This design comes from an exercise in tuning for small area, a short achievable clock period and few clock cycles per item on the open sky130 flow, not from production work.
The RTL was checked by simulation tests, not by an equivalence proof against the original design.
Power and IR drop assume default switching activity.

## fds_decoder
module fds_decoder (
    input  wire        clk,
    input  wire        rst,           
    input  wire [7:0]  cfg_q_t0,      
    input  wire [7:0]  cfg_q_t1,      
    input  wire [7:0]  cfg_q_t2,      
    input  wire [7:0]  cfg_q_t3,      
    input  wire [15:0] cfg_min_gap,   
    input  wire        in_valid,
    output wire        in_ready,
    input  wire [7:0]  in_data,
    output reg         out_valid,
    input  wire        out_ready,
    output reg  [1:0]  out_kind,
    output wire [31:0] out_data,
    output wire [31:0] out_pos
);
    localparam [1:0] K_DATA     = 2'd0;
    localparam [1:0] K_BLOCK_OK = 2'd1;
    localparam [1:0] K_BAD_CRC  = 2'd2;
    localparam [1:0] K_MISMATCH = 2'd3;
    localparam [1:0] P_TYPE = 2'd0, P_DATA = 2'd1, P_CRCLO = 2'd2, P_CRCHI = 2'd3;
    localparam [15:0] CRC_START = 16'h8080;
    function [15:0] crc_bit;
        input [15:0] reg_in;
        input        b;
        reg   [16:0] r;
        begin
            r = {b, reg_in};
            if (r[0]) r = r ^ 17'h10810;
            crc_bit = r[16:1];
        end
    endfunction
    function lt8;
        input [7:0] a;
        input [7:0] b;
        integer i;
        reg r;
        begin
            r = 1'b0;
            for (i = 0; i < 8; i = i + 1)
                r = (!a[i] && b[i]) || (!(a[i] ^ b[i]) && r);
            lt8 = r;
        end
    endfunction
    wire lt0 = lt8(in_data, cfg_q_t0);
    wire lt1 = lt8(in_data, cfg_q_t1);
  ...
==> flow/config.mk <==
export PLATFORM = sky130hd
export DESIGN_NAME = fds_decoder
export DESIGN_NICKNAME = fds_decoder
export VERILOG_FILES = /design/flow/design.v
export SDC_FILE = /design/flow/constraint.sdc
export NUM_CORES = 4
export LEC_CHECK = 0
export CAP_MARGIN = 20
export CORE_MARGIN = 2
export CORE_UTILIZATION = 60
export CTS_BUF_LIST = sky130_fd_sc_hd__clkbuf_4 sky130_fd_sc_hd__clkbuf_8
export CTS_CLUSTER_DIAMETER = 60
export CTS_CLUSTER_SIZE = 30
export SLEW_MARGIN = 20
==> flow/constraint.sdc <==
create_clock -name core_clock -period 10.0 [get_ports {clk}]
set_input_delay 2.0000 -clock core_clock [delete_from_list [all_inputs] [get_ports {clk}]]
set_output_delay 2.0000 -clock core_clock [all_outputs]
set_load 0.01 [all_outputs]
standard.sh (not shown) runs the stock make flow with config.mk's settings and CLKGATE_MAP_FILE= SYNTH_SCRIPT=/design/flow/synth_recipe.tcl, a recipe that flattens the netlist after the stock synthesis.
==> flow/flow/run.sh <==
#!/bin/bash
set -euo pipefail
bash standard.sh \
  "BUFFER_PORTS_ARGS=-buffer_cell sky130_fd_sc_hd__buf_1" \
  "SETUP_SLACK_MARGIN=${FLOW_SETUP_MARGIN:-6.5}" \
  finish > standard_finish.log 2>&1
The first run ran to the end with no violations.
Testbench counts at the start, summed over its fixed seeds: cycles 728,934, items 728,725.
==> next run, changes <==
Settings changed: CORE_UTILIZATION 60 to 40.
Sequential power is about the same.
Worst setup slack gets better by 23 ps.
Total power rises by a few percent.
Cell area is higher by a few percent.
Critical path depth stays the same.
Non-clock buffer count came out higher by 1.
Hold slack is worse by 33 ps.
Wire length is about the same.
Utilization shrinks by 22 points.
Synthesized area stays the same.
Clock-buffer cell count rose by 5.
==> next run, changes <==
==> flow/flow/run.sh (replaced) <==
#!/bin/bash
set -euo pipefail
bash standard.sh \
  "BUFFER_PORTS_ARGS=-buffer_cell sky130_fd_sc_hd__buf_1" \
  "SETUP_SLACK_MARGIN=${FLOW_SETUP_MARGIN:-6.7}" \
  finish > standard_finish.log 2>&1
Settings changed: CORE_UTILIZATION 40 to 60.
The changed run produced a clean layout; wire length drops by about 2%; synthesized cell count is unchanged; hold slack loses 6.9 ps; final area barely changes; clock skew barely changes; core utilization rose by 23 points; critical path depth climbs by 1; cell count is lower by 7.7%; die area came out lower by about 33%.
==> next run, changes <==
==> flow/flow/run.sh (replaced) <==
#!/bin/bash
set -euo pipefail
bash standard.sh \
  "BUFFER_PORTS_ARGS=-buffer_cell sky130_fd_sc_hd__buf_1" \
  "SETUP_SLACK_MARGIN=${FLOW_SETUP_MARGIN:-6.3}" \
  finish > standard_finish.log 2>&1
Effect: The changed run went through all stages and came out clean; register-to-register slack gets worse by 340 ps; setup slack gets worse by 80 ps; synthesized cell count does not change; combinational power shrinks by a few percent.

* * *

main:
fds_decoder, a different RTL version from the one above (not shown whole).
Size: ~770 cells after synthesis, ~150 flip-flops, roughly 130 I/O pins.
Settings: LEC_CHECK=0, CAP_MARGIN=20, CORE_MARGIN=2, CORE_UTILIZATION=60, CTS_BUF_LIST=sky130_fd_sc_hd__clkbuf_4 sky130_fd_sc_hd__clkbuf_8, CTS_CLUSTER_DIAMETER=60, CTS_CLUSTER_SIZE=30, SLEW_MARGIN=20; clock period 10.0 ns.
==> flow/flow/run.sh <==
#!/bin/bash
set -euo pipefail
bash standard.sh \
  "BUFFER_PORTS_ARGS=-buffer_cell sky130_fd_sc_hd__buf_1" \
  "SETUP_SLACK_MARGIN=${FLOW_SETUP_MARGIN:-6.9}" \
  finish > standard_finish.log 2>&1
Testbench counts of main, summed over its fixed seeds: cycles 729,154, items 728,725.
#### Input delta (the feature branch over main)
Settings: changing CORE_UTILIZATION from 60 to 75.
diff --git a/flow/flow/run.sh b/flow/flow/run.sh
--- a/flow/flow/run.sh
+++ b/flow/flow/run.sh
@@ -5 +5 @@
-  "SETUP_SLACK_MARGIN=${FLOW_SETUP_MARGIN:-6.9}" \
+  "SETUP_SLACK_MARGIN=${FLOW_SETUP_MARGIN:-6.5}" \
==> summary.txt <==
Worst hold slack (lower): main
Re count of clock tree sinks: no difference whatsoever between the feature branch and main.
Placeable core region for the feature branch: 19% down relative to main
The lower power density over cell area of main and the feature branch is in main.
Taking main as 1.0, the feature branch lands at 0.900 on number of DRC markers in iteration 0.
The feature branch vs main: net switching component of the power down by a few percent
Area of the die down about 20% in the feature branch wrt main
Across both runs, logic gate share of total power was lower for the feature branch than for main.

==> what the ideal ports hide <==
No port has a modelled driver above. Below, the same layouts with a new extraction and two added sets of constraints.
Step 1 sets driving cells, clkbuf_16 on the clock port and buf_2 on the other inputs (assumed; they add their load-dependent delay and slew).
Step 2 adds t to the input delays and takes it off the output delays; t is the mean of the earliest and latest rising clock arrival at the registers after step 1. Input paths then give back, and output paths get back, about the clock's delay inside the block.
Slacks: ideal ports / drivers / drivers and shift; pairs: ideal ports / drivers.
run	t (ns)	slack for setup (ns)	hold slack, ns	clock arrival spread, ns	cell pins on the clock port's net
the first run of note 1	0.500	6.504 / 6.466 / 6.058	0.467 / 0.467 / 0.467	0.017 / 0.017	1
the second run of note 1	0.481	6.527 / 6.487 / 6.082	0.434 / 0.434 / 0.434	0.011 / 0.011	1
the third run of note 1	0.477	6.501 / 6.464 / 6.086	0.427 / 0.427 / 0.427	0.012 / 0.012	1
the fourth run of note 1	0.484	6.421 / 6.429 / 5.945	0.462 / 0.462 / 0.462	0.022 / 0.022	1
main	0.504	6.647 / 6.607 / 6.383	0.461 / 0.461 / 0.461	0.017 / 0.017	1
the feature branch	0.493	6.599 / 6.564 / 6.129	0.464 / 0.464 / 0.464	0.014 / 0.014	1
After both steps setup and hold are still met in every run listed. The setup slack of the fourth run of note 1, which loses most, moves by +0.008 ns with the drivers and by -0.476 ns with both steps.
